Source: an optimization exercise on an open RTL-to-GDS flow (aim: small area, a short achievable clock period and few clock cycles). Production flows keep margins and buffers that such runs may drop. Only simulation tests tie the RTL to the original design; equivalence was not proved. Power figures rest on the tool's default switching activity, not on a simulated workload.

### design/flow/run.sh
#!/bin/bash
# synth_recipe.tcl (not shown) runs the flow's synth.tcl, then flattens the netlist and writes it again
# the make line also repeats each setting of config.mk as NAME=value (left out here)
make -C /OpenROAD-flow-scripts/flow DESIGN_CONFIG=/design/flow/config.mk WORK_HOME=/design/flow/orfs CLKGATE_MAP_FILE= SYNTH_SCRIPT=/design/flow/synth_recipe.tcl finish
### design/flow/config.mk
export PLATFORM = sky130hd
export DESIGN_NAME = delta_codec
export DESIGN_NICKNAME = delta_codec
export VERILOG_FILES = /design/flow/design.v
export SDC_FILE = /design/flow/constraint.sdc
export NUM_CORES = 4
export LEC_CHECK = 0
export ABC_CLOCK_PERIOD_IN_PS = 3500
export CAP_MARGIN = 20
export CORE_MARGIN = 2
export CORE_UTILIZATION = 40
export SETUP_SLACK_MARGIN = 2.5
export SLEW_MARGIN = 20
### design/flow/constraint.sdc
create_clock -name core_clock -period 6.0 [get_ports {clk}]
set_input_delay 1.2000 -clock core_clock [delete_from_list [all_inputs] [get_ports {clk}]]
set_output_delay 1.2000 -clock core_clock [all_outputs]
set_load 0.01 [all_outputs]
### design/flow/design.v
module delta_ctl (
    input  wire [3:0] cs,
    input  wire [1:0] ovf,
    input  wire [1:0] unf,
    input  wire       over,
    input  wire       under,
    output reg  [3:0] cs_next,
    output reg  [1:0] ovf_next,
    output reg  [1:0] unf_next
);
    always @* begin
        cs_next  = cs;
        ovf_next = (ovf != 2'd0) ? ovf - 2'd1 : 2'd0;
        unf_next = (unf != 2'd0) ? unf - 2'd1 : 2'd0;
        if (over) begin
            if (ovf == 2'd3) begin
                if (cs != 4'd8) cs_next = cs + 4'd1;
                ovf_next = 2'd0;
                unf_next = 2'd0;
            end else begin
                ovf_next = ovf + 2'd1;
            end
        end else if (under) begin
            if (unf == 2'd3) begin
                if (cs != 4'd2) cs_next = cs - 4'd1;
                ovf_next = 2'd0;
                unf_next = 2'd0;
            end else begin
                unf_next = unf + 2'd1;
            end
        end
    end
endmodule
module delta_enc #(
    parameter W  = 32,                
    parameter CW = 6                  
) (
    input  wire       clk,
    input  wire       rst,
    input  wire       in_valid,
    output wire       in_ready,
    input  wire [7:0] in_data,
    input  wire       in_last,
    input  wire [3:0] in_cs,
    output wire       out_valid,
    input  wire       out_ready,
    output wire [7:0] out_data,
    output wire       out_last
);
    reg        v1, first1, last1, open;
    reg [7:0]  c1, d1;
    reg [3:0]  ics1;
    reg [3:0]  cs;
    reg [1:0]  ovf, unf;
    reg        term;    
    reg        fin;     
    reg [W-1:0] acc;
    reg [CW-1:0] cnt;
    reg        ov, ol;
    reg [7:0]  od;
    assign out_valid = ov;
    assign out_data  = od;
    assign out_last  = ol;
    wire [7:0] lt;
    assign lt[0] = (d1 == 8'd0);
    genvar k;
    generate
        for (k = 1; k < 8; k = k + 1) begin : g_lt
            assign lt[k] = (d1[7:k] == {(8-k){1'b0}}) ||
                           ((d1[7:k] == {(8-k){1'b1}}) && (d1[k-1:0] != {k{1'b0}}));
        end
    endgenerate
    wire fits  = lt[cs - 4'd1];
    wire under = lt[cs - 4'd2];
    wire app     = v1 && !fin && (cnt <= W - 16);
    wire consume = app && (term || !last1);
    assign in_ready = !v1 || consume;
    wire in_fire = in_valid && in_ready;
    wire anchor = first1 && !term;
    wire sent   = term || !fits;
    wire sel8   = anchor || sent;
    wire [7:0] low = sent ? (8'd1 << (cs - 4'd1)) : (d1 & ~(8'hFF << cs));
    wire [W-1:0] y  = anchor ? acc : ((acc << cs) | {{(W-8){1'b0}}, low});
    wire [W-1:0] an = sel8 ? {y[W-9:0], c1} : y;
    wire [CW-1:0] len = (anchor ? 0 : cs) + (sel8 ? 8 : 0);
    wire [3:0] cs_upd;
    wire [1:0] ovf_upd, unf_upd;
    delta_ctl u_ctl (
        .cs(cs), .ovf(ovf), .unf(unf), .over(!fits), .under(under),
        .cs_next(cs_upd), .ovf_next(ovf_upd), .unf_next(unf_upd)
    );
    wire free     = !ov || out_ready;
    wire rd_final = fin && (cnt <= 8);
    wire rd_norm  = (cnt > 8) || (cnt == 8 && !fin);
    wire rd       = free && (rd_final || rd_norm);
    wire [W+7:0] wsh = {acc, 8'd0} >> cnt;
    wire [CW-1:0] cnt_r = !rd ? cnt : (rd_final ? 0 : cnt - 8);
    always @(posedge clk) begin
        if (rst) begin
            v1   <= 1'b0;
            open <= 1'b0;
            term <= 1'b0;
            fin  <= 1'b0;
            cnt  <= 0;
            ov   <= 1'b0;
        end else begin
            if (in_fire) begin
                v1     <= 1'b1;
                c1     <= in_data;
                d1     <= in_data - c1;
                first1 <= !open;
                last1  <= in_last;
                ics1   <= in_cs;
                open   <= !in_last;
            end else if (consume) begin
                v1 <= 1'b0;
            end
            if (app) begin
                acc <= an;
                if (term) begin
                    term <= 1'b0;
                    fin  <= 1'b1;
                end else if (last1) begin
                    term <= 1'b1;
                end
                if (anchor) begin
                    cs  <= ics1;
                    ovf <= 2'd0;
                    unf <= 2'd0;
                end else if (!term) begin
                    cs  <= cs_upd;
                    ovf <= ovf_upd;
                    unf <= unf_upd;
                end
            end
            cnt <= cnt_r + (app ? len : 0);
            if (rd && rd_final) fin <= 1'b0;
            if (rd) begin
                ov <= 1'b1;
                od <= wsh[7:0];
                ol <= rd_final;
            end else if (out_ready) begin
                ov <= 1'b0;
            end
        end
    end
endmodule
module delta_dec #(
    parameter W  = 32,                
    parameter CW = 6                  
) (
    input  wire       clk,
    input  wire       rst,
    input  wire       in_valid,
    output wire       in_ready,
    input  wire [7:0] in_data,
    input  wire       in_last,
    input  wire [3:0] in_cs,
    output wire       out_valid,
    input  wire       out_ready,
    output wire [7:0] out_data,
    output wire       out_end
);
    localparam [1:0] DS_IDLE  = 2'd0,   
                     DS_ANCH  = 2'd1,   
                     DS_CODE  = 2'd2,   
                     DS_DRAIN = 2'd3;   
    reg [1:0]   st;
    reg [W-1:0] acc;
    reg [CW-1:0] cnt;
    reg [3:0]   cs;
    reg [1:0]   ovf, unf;
    reg         seen_last;
    reg         ov, oe;
    reg [7:0]   od;        
    assign out_valid = ov;
    assign out_data  = od;
    assign out_end   = oe;
    wire [W+15:0] wsh = {acc, 16'd0} >> cnt;
    wire [15:0]   win = wsh[15:0];
    wire [7:0]    t   = win[15:8];
    wire [7:0] zr;    
    wire [6:0] zr2;   
    assign zr[0]  = 1'b1;
    assign zr2[0] = 1'b1;
    genvar j;
    generate
        for (j = 1; j < 8; j = j + 1) begin : g_zr
            assign zr[j] = zr[j-1] & ~t[7-j];
        end
        for (j = 1; j < 7; j = j + 1) begin : g_zr2
            assign zr2[j] = zr2[j-1] & ~t[6-j];
        end
    endgenerate
    wire       is_sent = t[7] & zr[cs - 4'd1];
    wire       under   = (t[7] == t[6]) & ~(t[7] & zr2[cs - 4'd2]);
    wire [15:0] sx     = {{8{t[7]}}, t} >> (4'd8 - cs);
    wire [7:0] sd      = sx[7:0];
    wire [7:0] recon   = od + sd;
    wire [15:0] rsh    = win << cs;
    wire [7:0] raw     = rsh[15:8];
    wire       anch    = (st == DS_ANCH);
    wire       parsing = (st == DS_ANCH) || (st == DS_CODE);
    wire [CW-1:0] need = anch ? 8 : (is_sent ? cs + 8 : cs);
    wire       have    = (cnt >= need);
    wire       out_free = !ov || out_ready;
    wire       step    = parsing && out_free && have;
    wire       exhaust = parsing && out_free && !have && seen_last;
    wire       term    = step && !anch && is_sent && (raw == od);
    wire       ending  = term || exhaust;
    assign in_ready = (st == DS_IDLE) || (st == DS_DRAIN) ||
                      (parsing && !seen_last && cnt <= W - 8);
    wire in_fire = in_valid && in_ready;
    wire [3:0] cs_upd;
    wire [1:0] ovf_upd, unf_upd;
    delta_ctl u_ctl (
        .cs(cs), .ovf(ovf), .unf(unf), .over(is_sent), .under(under),
        .cs_next(cs_upd), .ovf_next(ovf_upd), .unf_next(unf_upd)
    );
    wire [CW-1:0] cnt_c = step ? cnt - need : cnt;
    always @(posedge clk) begin
        if (rst) begin
            st        <= DS_IDLE;
            cnt       <= 0;
            seen_last <= 1'b0;
            ov        <= 1'b0;
        end else begin
            if (in_fire)
                acc <= {acc[W-9:0], in_data};
            if (out_valid && out_ready)
                ov <= 1'b0;
            case (st)
                DS_IDLE: if (in_fire) begin
                    cs        <= in_cs;
                    ovf       <= 2'd0;
                    unf       <= 2'd0;
                    seen_last <= in_last;
                    cnt       <= 8;
                    st        <= DS_ANCH;
                end
                DS_DRAIN: if (in_fire && in_last) st <= DS_IDLE;
                default: begin
                    if (ending) begin
                        ov        <= 1'b1;
                        oe        <= 1'b1;
                        cnt       <= 0;
                        seen_last <= 1'b0;
                        st        <= (seen_last || (in_fire && in_last)) ? DS_IDLE : DS_DRAIN;
                    end else begin
                        cnt <= cnt_c + (in_fire ? 8 : 0);
                        if (in_fire) seen_last <= in_last;
                        if (step) begin
                            ov <= 1'b1;
                            oe <= 1'b0;
                            if (anch) begin
                                od <= t;
                                st <= DS_CODE;
                            end else begin
                                od  <= is_sent ? raw : recon;
                                cs  <= cs_upd;
                                ovf <= ovf_upd;
                                unf <= unf_upd;
                            end
                        end
                    end
                end
            endcase
        end
    end
endmodule
module delta_codec (
    input  wire       clk,
    input  wire       rst,
    input  wire       enc_in_valid,
    output wire       enc_in_ready,
    input  wire [7:0] enc_in_data,
    input  wire       enc_in_last,
    input  wire [3:0] enc_in_cs,
    output wire       enc_out_valid,
    input  wire       enc_out_ready,
    output wire [7:0] enc_out_data,
    output wire       enc_out_last,
    input  wire       dec_in_valid,
    output wire       dec_in_ready,
    input  wire [7:0] dec_in_data,
    input  wire       dec_in_last,
    input  wire [3:0] dec_in_cs,
    output wire       dec_out_valid,
    input  wire       dec_out_ready,
    output wire [7:0] dec_out_data,
    output wire       dec_out_end
);
    delta_enc u_enc (
        .clk(clk), .rst(rst),
        .in_valid(enc_in_valid), .in_ready(enc_in_ready), .in_data(enc_in_data),
        .in_last(enc_in_last), .in_cs(enc_in_cs),
        .out_valid(enc_out_valid), .out_ready(enc_out_ready), .out_data(enc_out_data),
        .out_last(enc_out_last)
    );
    delta_dec u_dec (
        .clk(clk), .rst(rst),
        .in_valid(dec_in_valid), .in_ready(dec_in_ready), .in_data(dec_in_data),
        .in_last(dec_in_last), .in_cs(dec_in_cs),
        .out_valid(dec_out_valid), .out_ready(dec_out_ready), .out_data(dec_out_data),
        .out_end(dec_out_end)
    );
endmodule
==> flow_summary.toml, run 1 <==
[route]
viasPerCell = 6.30
drc = 0
routed_wl_mm = 48.6
postRouteAntennaNets = 0
drt_iter0_drc = 1460
via_count = 13536
wl_per_cell_um = 22.6
dr.pass1.iters = 7

[power_and_ir_drop]
ir_drop_v = 0.000293
clockPowerShare_pct = 17.5
seq_power_share_pct = 24.0
p_per_area_nw_per_um2 = 343
pwr-share-comb_pct = 58.5
swShare_pct = 43.0
p_leak_nw = 6.34
p_int_mw = 3.41
p_sw_mw = 2.57

[critical_path]
arrival_ps = 5700
crit_type = "register to register"
crit_path_start_kind = "register"
required_ps = 6170
cp-end-kind = "register"
crit_fanout = 6
r2r_start = "u_dec.cnt[1]"
crit_path_start = "u_dec.cnt[1]"

[job]
drv_cap = 0

[synth]
synth_top_cell_by_area = "edfxtp_1"
synth_most_common_cell = "a21oi_1"
synth_area_leaders = "edfxtp_1 (25%), mux4_2 (9.9%), mux2i_1 (6.2%), ha_1 (5.4%), a21oi_1 (4.9%)"
synth-edff-count = 120
synth_seq_area_share_pct = 28.2
synth_common_cells = "a21oi_1 (139), nand2_1 (137), nor2_1 (135)"
synthArstFlopShare_pct = 0
syn_area_um2 = 14300
syn-num-nets = 1671
netlist.area_leader.share_pct = 25.2
synthFlopType = "edfxtp_1"
synth_area_per_cell_um2 = 9.08
yosysWarnings = 3
synth_seq_cells = 141
synthCells = 1573
synth.distinct_cells = 101

[cts]
cts-root-buf = "clkbuf_16"
cts_tree = "yes"
cts_buffer_depth = 2
cts_hold_buf = 0
cts.sinks = 141
clk_latency_ps = 450
numCtsBuffers = 17
path_clk_slew_ps = 70
h-tree-depth = 4

[cells_and_area]
syn2layout_area_growth_pct = 22.0
nNetsFinal = 1772
drive_gt1_share_pct = 25.0
antenna_cells = 0
finalInstanceArea_um2 = 17400

[sta]
rsz0062_at_grt = "true"
drv_slew = 0
period_minus_slack_ps = 5530
min_period_over_period_pct = 92.2
setup_viol = 0
finalHoldViolations = 0
slew_headroom_pct = 39.6
worst_pin_slew_ps = 906
finalHoldWorstSlack_ps = 470
max_freq_mhz = 181
fin_skew_ps = 13.0

[placement]
dpl-instance-area_um2 = 15600
dp_hpwl_mm = 34.0
io_buffers = 53
place_congestion = 0.968

[min_path]
min_from = "u_enc.open"
hold_path_class = "register to register"

[run_status]
status = "complete, no violations"

[global_routing]
grt_pass1_wl_mm = 74.8
track_usage_pct = 26.1
grt_pass1_vias = 12866
grt_max_degree = 53
overflow = 0
antenna_found_initial = 0

[floorplanning]
io_pins = 54
core_area_um2 = 35400
die_w_um = 193
die_area_um2 = 37200
rows = 69
die_h_um = 193
initial_core_util_pct = 40.4
layout by cell type (no fill, tap or decap), types with 14 or more instances in the layout:
master	count
edfxtp_1	120
a211oi_1	42
o211ai_1	15
mux4_2	63
buf_4	120
nand3_1	21
o22ai_1	29
xnor2_1	21
nor2_1	122
a21oi_1	125
mux2_2	30
dfxtp_1	18
clkbuf_16	18
inv_1	55
o21ai_0	74
nor3_1	31
mux2i_1	80
nand2b_1	15
nand2_1	133
clkdlybuf4s50_1	51
ha_1	53
nor2b_1	27
a31oi_1	14
worst max-delay path, cell delays in order (launching register included):
cell and delay (ps):
dfxtp_4 400, buf_6 130, buf_12 130, mux2i_4 200, mux4_2 480, or2_1 240, a41o_1 280, and2_4 160
and4_1 180, a2bb2oi_2 160, or2_4 190, clkinv_8 60, ha_4 270, nor2_4 40, ha_4 270, a21oi_4 160
nor2_2 60, or4_4 410, and3_4 200, o311a_1 120, nand4_1 160, a2111oi_4 60, and4b_4 260, nor2_8 100
nand2_4 60, a2111oi_4 270, buf_4 190
final cells by class:
cell class,instances,area [um2]
clock buffer,19,433
timing repair buffer,197,1840
multi-input combinational,1248,10100
sequential,141,4030
fill,3345,18000
clock inverter,13,118
timing repair inverter,1,6.26
inverter,68,299
tap,461,577
kinds of logic after synthesis:
logic type | count (synthesis) | synth area share [%]
AO/OA/AOI/OAI | 476 | 22.3
XOR/XNOR | 30 | 1.84
adder cells (fa/ha/maj) | 66 | 5.99
buffers and inverters | 184 | 5.49
flip-flops | 141 | 28.2
multiplexers | 190 | 19.2
AND/OR/NAND/NOR | 486 | 17.0
routing by layer:
layer  vias to the layer above  track usage, %  part of all wire, %
met2                       598            43.3                   48
met3                       125            4.09                  6.0
met5                         -               0                    0
met1                      6551            33.9                   43
met4                         0            10.8                  3.7
li1                       6262               -                    -
registers in the layout, summed over array words and instances, names as in the netlist, 4 cells and up:
| signal | cells |
|---|---|
| u_dec.acc | 32 |
| u_dec.cnt | 6 |
| u_dec.cs | 4 |
| u_dec.od | 8 |
| u_enc.acc | 32 |
| u_enc.c1 | 8 |
| u_enc.cnt | 6 |
| u_enc.cs | 4 |
| u_enc.d1 | 8 |
| u_enc.ics1 | 4 |
| u_enc.od | 8 |
power by group through the flow:
stage | Combinational, mW | Sequential, mW | Clock [mW]
2_1_floorplan | 2.16 | 1.38 | 0
3_3_place_gp | 2.91 | 1.45 | 0
3_5_place_dp | 2.93 | 1.45 | 0
4_1_cts | 3.25 | 1.43 | 1.06
5_1_grt | 3.78 | 1.45 | 1.09
6_report | 3.50 | 1.43 | 1.04
metrics by stage:
stage	instances	setup TNS [ps]	total power, mW	worst slack, ps	util (%)
after floorplan	1573	0	3.54	357	-
after global placement	2037	0	4.36	97.6	44.0
after detailed placement	2037	-348	4.38	-87.1	44.0
after global routing	2148	0	6.33	291	49.3
final	2148	0	5.97	470	49.3
after CTS	2128	0	5.73	459	48.0
worst paths after layout:
path / slack (ps) / end / cells past startpoint
worst max register to register: 470 / u_dec.unf[1] / 26
worst min-delay path: 470 / u_enc.first1 / 1
worst min register to register: 470 / u_enc.first1 / 1
worst max-delay path: 470 / u_dec.unf[1] / 26
timing repair:
action,in CTS,in global routing
setup endpoints to repair,60,49
pin swaps,21,29
gates cloned,4,1
resized for setup,83,57
setup buffers,55,19
Testbench counts, summed over its fixed seeds: cycles 20,679.
==> run 2, diff against run 1 <==
--- a/design/flow/config.mk
+++ b/design/flow/config.mk
@@ -6,8 +6,6 @@
 export NUM_CORES = 4
 export LEC_CHECK = 0
-export ABC_CLOCK_PERIOD_IN_PS = 3500
 export CAP_MARGIN = 20
 export CORE_MARGIN = 2
 export CORE_UTILIZATION = 40
-export SETUP_SLACK_MARGIN = 2.5
 export SLEW_MARGIN = 20
==> flow_summary.toml, run 2 <==
[cells_and_area]
fillers = 3417
syn2layout_area_growth_pct = 14.0
layoutNonFillerInstCount = 2100
drive_gt1_share_pct = 17.3
top_regs = "u_dec.acc x32, u_enc.acc x32"
antenna_cells = 0
final_common_cell = "a21oi_1"
nNetsFinal = 1724
layout_common_cells = "a21oi_1 (138), nand2_1 (137), nor2_1 (132), edfxtp_1 (120), buf_4 (93)"

[route]
viasPerCell = 6.29
dr.pass1.iters = 7
drc = 0
via_count = 13212
wl_per_cell_um = 21.8
postRouteAntennaNets = 0
drt_iter0_drc = 1471
routed_wl_mm = 45.9

[cts]
cts_hold_buf = 0
clk_latency_ps = 460
cts_tree = "yes"
cts-root-buf = "clkbuf_16"
cts.sinks = 141
h-tree-depth = 4
path_clk_slew_ps = 70
numCtsBuffers = 17
cts_buffer_depth = 2

[synth]
synthFlopType = "edfxtp_1"
synth.distinct_cells = 101
yosysWarnings = 3
synth-edff-count = 120
synthArstFlopShare_pct = 0
synth_top_cell_by_area = "edfxtp_1"
netlist.area_leader.share_pct = 25.2
synthCells = 1573
syn_area_um2 = 14300
synth_seq_cells = 141
syn-num-nets = 1671
synth_area_leaders = "edfxtp_1 (25%), mux4_2 (9.9%), mux2i_1 (6.2%), ha_1 (5.4%), a21oi_1 (4.9%)"
synth_seq_area_share_pct = 28.2
synth_common_cells = "a21oi_1 (139), nand2_1 (137), nor2_1 (135)"
synth_area_per_cell_um2 = 9.08
synth_most_common_cell = "a21oi_1"

[power_and_ir_drop]
p_per_area_nw_per_um2 = 336
ir_drop_v = 0.000225
p_leak_nw = 5.94
total_power_mw = 5.47

[floorplanning]
core_area_um2 = 35400
io_pins = 54
rows = 69
die_w_um = 193
die_h_um = 193
die_area_um2 = 37200
initial_core_util_pct = 40.4

[min_path]
worstHoldPathCells = 1
min_to = "u_enc.first1"
min_from = "u_enc.open"
hold_path_class = "register to register"

[sta]
finalHoldWorstSlack_ps = 458
setup_tns_ps = 0
fin_skew_ps = 23.9
min_period_over_period_pct = 96.9
setup_ws_ps = 185
worst_pin_slew_ps = 870
slew_headroom_pct = 41.5
finalHoldViolations = 0
drv_slew = 0
period_minus_slack_ps = 5820
setup_viol = 0
max_freq_mhz = 172

[global_routing]
grt_pass1_vias = 12399
antenna_found_initial = 0
grt_max_degree = 56
track_usage_pct = 24.9
grt_busiest_layer = "met2"
grt_pass1_wl_mm = 71.8
met1_usage_pct = 33.7
grt_util_met3_pct = 3.76
met2_usage_pct = 40.0
overflow = 0

[run_status]
status = "complete, no violations"

[critical_path]
crit_path_start_kind = "register"
rr_worst_depth = 26
crit_slowest_cell = "mux4_2"
cp-end-kind = "register"
r2r_start = "u_dec.cnt[1]"
r2r_setup_slack_ps = 180
crit_type = "register to register"
critical_path.most_common_cell = "buf_4"
crit_fanout = 6
max_stage_delay_ps = 510
required_ps = 6090
crit-reg2reg-capture = "u_dec.unf[0]"
arrival_ps = 5910

[job]
drv_cap = 0

[placement]
placedCellCount = 2053
dp_hpwl_mm = 33.5
io_buffers = 53
post-place-ws_ps = -90.1
place_congestion = 0.988
-- run 2: layout make-up --
class | count | area (um2) | area share, %
clock inverter | 14 | 143 | 0.876
clock buffer | 18 | 429 | 2.63
sequential | 141 | 4030 | 24.7
multi-input combinational | 1248 | 9550 | 58.6
inverter | 68 | 263 | 1.61
timing repair buffer | 150 | 1300 | 7.98
tap | 461 | 577 | 3.54
-- run 2: cell families (layout without fill, tap and decap cells) --
kind of cell,Yosys count,after routing,synth area share (%)
buffers and inverters,184,250,5.49
xor gates and xnor gates,30,30,1.84
adders and majority gates,66,66,5.99
DFF,141,141,28.2
AOI/OAI and AO/OA,476,476,22.3
muxes,190,190,19.2
and+or+nand+nor,486,486,17.0
-- run 2: per-layer routing --
| metal | part of all wire [%] | vias to the layer above |
|---|---|---|
| met1 | 43 | 6345 |
| met2 | 47 | 610 |
| met3 | 6.8 | 108 |
| met5 | 0 | - |
| li1 | - | 6149 |
| met4 | 3.5 | 0 |
-- run 2: worst max path at each step --
stage                         to  cells after the start    startpoint  slack, ps
CTS                 u_dec.unf[0]                     24  u_dec.cnt[1]         10
detailed placement  u_dec.ovf[1]                     24  u_dec.cnt[1]        -90
global route        u_dec.unf[0]                     26  u_dec.cnt[1]        -30
global placement    u_dec.ovf[1]                     24  u_dec.cnt[1]         90
finish              u_dec.unf[0]                     26  u_dec.cnt[1]        180
floorplan           u_dec.ovf[0]                     26  u_dec.cnt[2]         20
-- run 2: report_power, final --
| part | switching, mW | internal, mW |
|---|---|---|
| clock network | 0.471 | 0.612 |
| logic | 1.71 | 1.25 |
| registers | 0.166 | 1.27 |
-- run 2: per-stage QoR --
step                util, %  cell area [um2]
floorplan                 -            14300
global placement       43.8            15500
detailed placement     43.8            15500
CTS                    45.5            16100
global route           46.0            16300
finish                 46.0            16300
-- run 2: repair_timing --
| action | in CTS | in global routing |
|---|---|---|
| setup endpoints to repair | 8 | 25 |
| gates resized for setup | 0 | 18 |
| buffers inserted | 1 | 14 |
| pin swaps | 0 | 6 |
-- run 2: worst max-delay path: cells and delay by family (launching register included) --
family          cells  cell delay [ps]
flops               1              380
mux                 2              840
simple gates       12             2180
fa+ha+maj           2              490
buf+inv             5              670
compound gates      5              890
==> run 3, diff against run 2 <==
--- a/design/flow/config.mk
+++ b/design/flow/config.mk
@@ -6,6 +6,8 @@
 export NUM_CORES = 4
 export LEC_CHECK = 0
+export ABC_AREA = 1
 export CAP_MARGIN = 20
 export CORE_MARGIN = 2
 export CORE_UTILIZATION = 40
+export SETUP_SLACK_MARGIN = 2.0
 export SLEW_MARGIN = 20
==> flow_summary.toml, run 3 <==
[run_status]
status = "complete, no violations"

[cts]
cts-root-buf = "clkbuf_16"
cts.sinks = 141
path_clk_slew_ps = 70
cts_buffer_depth = 2
h-tree-depth = 4
cts_tree = "yes"
clk_latency_ps = 460
numCtsBuffers = 17

[cells_and_area]
drive_gt1_share_pct = 15.7
final_common_cell = "nand2_1"
fin_util_pct = 48.7
syn2layout_area_growth_pct = 19.7
layout_common_cells = "nand2_1 (511), o21ai_0 (194), nand3_1 (192), inv_1 (167), edfxtp_1 (120)"
nNetsFinal = 2108
antenna_cells = 0
top_regs = "u_dec.acc x32, u_enc.acc x32"

[sta]
finalHoldViolations = 0
max_freq_mhz = 233
fin_skew_ps = 14.9
slew_headroom_pct = 31.4
rsz0062_at_grt = "true"
period_minus_slack_ps = 4290
setup_viol = 0
setup_tns_ps = 0
min_period_over_period_pct = 71.5
drv_slew = 0
setup_ws_ps = 1710
worst_pin_slew_ps = 1030

[floorplanning]
die_area_um2 = 34700
core_area_um2 = 32600
die_h_um = 186
rows = 66
die_w_um = 186
io_pins = 54
initial_core_util_pct = 40.7

[power_and_ir_drop]
clockPowerShare_pct = 14.8
p_sw_mw = 3.71
p_per_area_nw_per_um2 = 485
p_int_mw = 4.00
seq_power_share_pct = 20.1
swShare_pct = 48.1
pwr-share-comb_pct = 65.1
ir_drop_v = 0.000262
p_leak_nw = 6.96

[critical_path]
critical_path.most_common_cell = "nand2_1"
crit_type = "register to register"
required_ps = 6130
crit_path_start_kind = "register"
cp-end-kind = "register"
path_buf_inv = 5
crit_slowest_cell = "dfxtp_4"
max_stage_delay_ps = 420
arrival_ps = 4420
cp_top_family = "simple AND/OR/NAND/NOR gates"
crit_fanout = 11

[placement]
place_congestion = 0.925
dp_hpwl_mm = 31.2
io_buffers = 53
post-place-ws_ps = 1100

[route]
postRouteAntennaNets = 0
wl_per_cell_um = 17.6
viasPerCell = 5.60
drt_iter0_drc = 1316
via_count = 13790
routed_wl_mm = 43.3
dr.pass1.iters = 7
drc = 0

[global_routing]
grt_pass1_vias = 13070
grt_max_degree = 71
track_usage_pct = 25.2
grt_pass1_wl_mm = 68.4
overflow = 0
antenna_found_initial = 0

[synth]
synth_common_cells = "nand2_1 (548), nand3_1 (217), o21ai_0 (204)"
synthCells = 1942
synth_area_leaders = "edfxtp_1 (27%), nand2_1 (15%), nand3_1 (8.2%), o21ai_0 (7.7%), ha_1 (5.8%)"
synthFlopType = "edfxtp_1"
synthArstFlopShare_pct = 0
synth_most_common_cell = "nand2_1"
synth_area_per_cell_um2 = 6.84
yosysWarnings = 3
synth_seq_cells = 141
syn_area_um2 = 13300
synth-edff-count = 120
syn-num-nets = 2040
netlist.area_leader.share_pct = 27.1
synth_top_cell_by_area = "edfxtp_1"
synth.distinct_cells = 56
synth_seq_area_share_pct = 30.3

[min_path]
hold_path_class = "register to register"

[job]
drv_cap = 0
run 3: cell count changes in the layout (fill, tap and decap cells not counted), sizes merged, moves of 17 or more:
cell and change:
nand2 +446, nand3 +206, o21ai +129, inv +123, mux4 -63, mux2i -52
a21oi -50, mux2 -39, a211oi -36, nor2b -27, nor2 -21, nor3 -21
xnor2 -18, nand2b -17
run 3: tightest hold or removal path: stages, from the launching register on:
cell     delay [ps]
dfxtp_1         300
inv_1            60
a21oi_1          50
run 3: cells by family (layout without fill, tap and decap cells):
group	after synthesis	after routing	synth area share [%]
compound gates	409	409	17.8
buf+inv	293	373	9.23
xor+xnor	22	22	1.45
simple gates	975	975	32.1
mux	36	36	2.71
flops	141	141	30.3
fa+ha+maj	66	66	6.44
run 3: routing by layer:
metal	GRT usage, %	vias to the layer above	part of all wire [%]
met5	0	-	0
met4	9.26	0	2.7
met3	2.96	81	4.7
met2	44.6	471	50
met1	31.6	6474	43
li1	-	6764	-
run 3: path summary, 6_finish.rpt:
kind / from / to / slack [ps] / depth (start not counted)
min: u_enc.open / u_enc.open / 450 / 2
min reg2reg: u_enc.open / u_enc.open / 450 / 2
max: u_dec.cnt[0] / u_dec.unf[0] / 1710 / 32
max reg2reg: u_dec.cnt[0] / u_dec.unf[0] / 1710 / 32
run 3: repair_timing:
action / 4_1_cts / 5_1_grt
hold buffers: 0 / 0
setup endpoints to repair: 40 / 38
gates resized for setup: 102 / 55
cloned: 6 / 0
endpoints found under the hold margin: 0 / 0
pin swaps: 52 / 32
buffers inserted: 42 / 21
run 3: layout make-up:
class | count | area [um2]
Multi-Input combinational cell | 1508 | 8440
Inverter | 194 | 768
Tap cell | 442 | 553
Sequential cell | 141 | 4040
Fill cell | 3328 | 16700
Clock buffer | 17 | 425
Timing Repair Buffer | 148 | 1480
Clock inverter | 14 | 191
run 3: stage by stage:
step	hold slack (ps)	std cells	power, mW	area, um2
final	453	2464	7.71	15900
after global routing	479	2464	8.33	15900
after CTS	456	2443	7.40	15500
after detailed placement	449	2364	5.65	14100
after global placement	440	2363	5.63	14100
after floorplan	425	1942	4.61	13300
run 3: power groups by stage:
stage	sequential [mW]	combinational [mW]	clock (mW)
2_1_floorplan	1.49	3.12	0
3_3_place_gp	1.56	4.07	0
3_5_place_dp	1.56	4.08	0
4_1_cts	1.54	4.69	1.17
5_1_grt	1.57	5.56	1.20
6_report	1.55	5.02	1.14

==> what the ideal ports hide <==
The results above use ideal ports. As a check the final layouts listed here were re-extracted and re-timed, cells and wires unchanged.
Step 1, drivers: a clkbuf_16 drives clk and a buf_2 each remaining input, both assumed.
Step 2 moves the port delays by t, midway between the first and last clock arrival at a register: inputs arrive t later, outputs are due t later. That takes back most of the time a late clock gives input paths.
a / b / c = no drivers / after step 1 / after step 2; a / b = the first two.
| run | t (ns) | setup WS [ns] | worst slew at a driven data input, ns |
|---|---|---|---|
| run 1 | 0.504 | 0.470 / 0.470 / 0.470 | 0.05 |
| run 2 | 0.498 | 0.185 / 0.185 / 0.185 | 0.05 |
| run 3 | 0.500 | 1.711 / 1.711 / 1.711 | 0.04 |
After both steps every run listed still meets setup and hold.
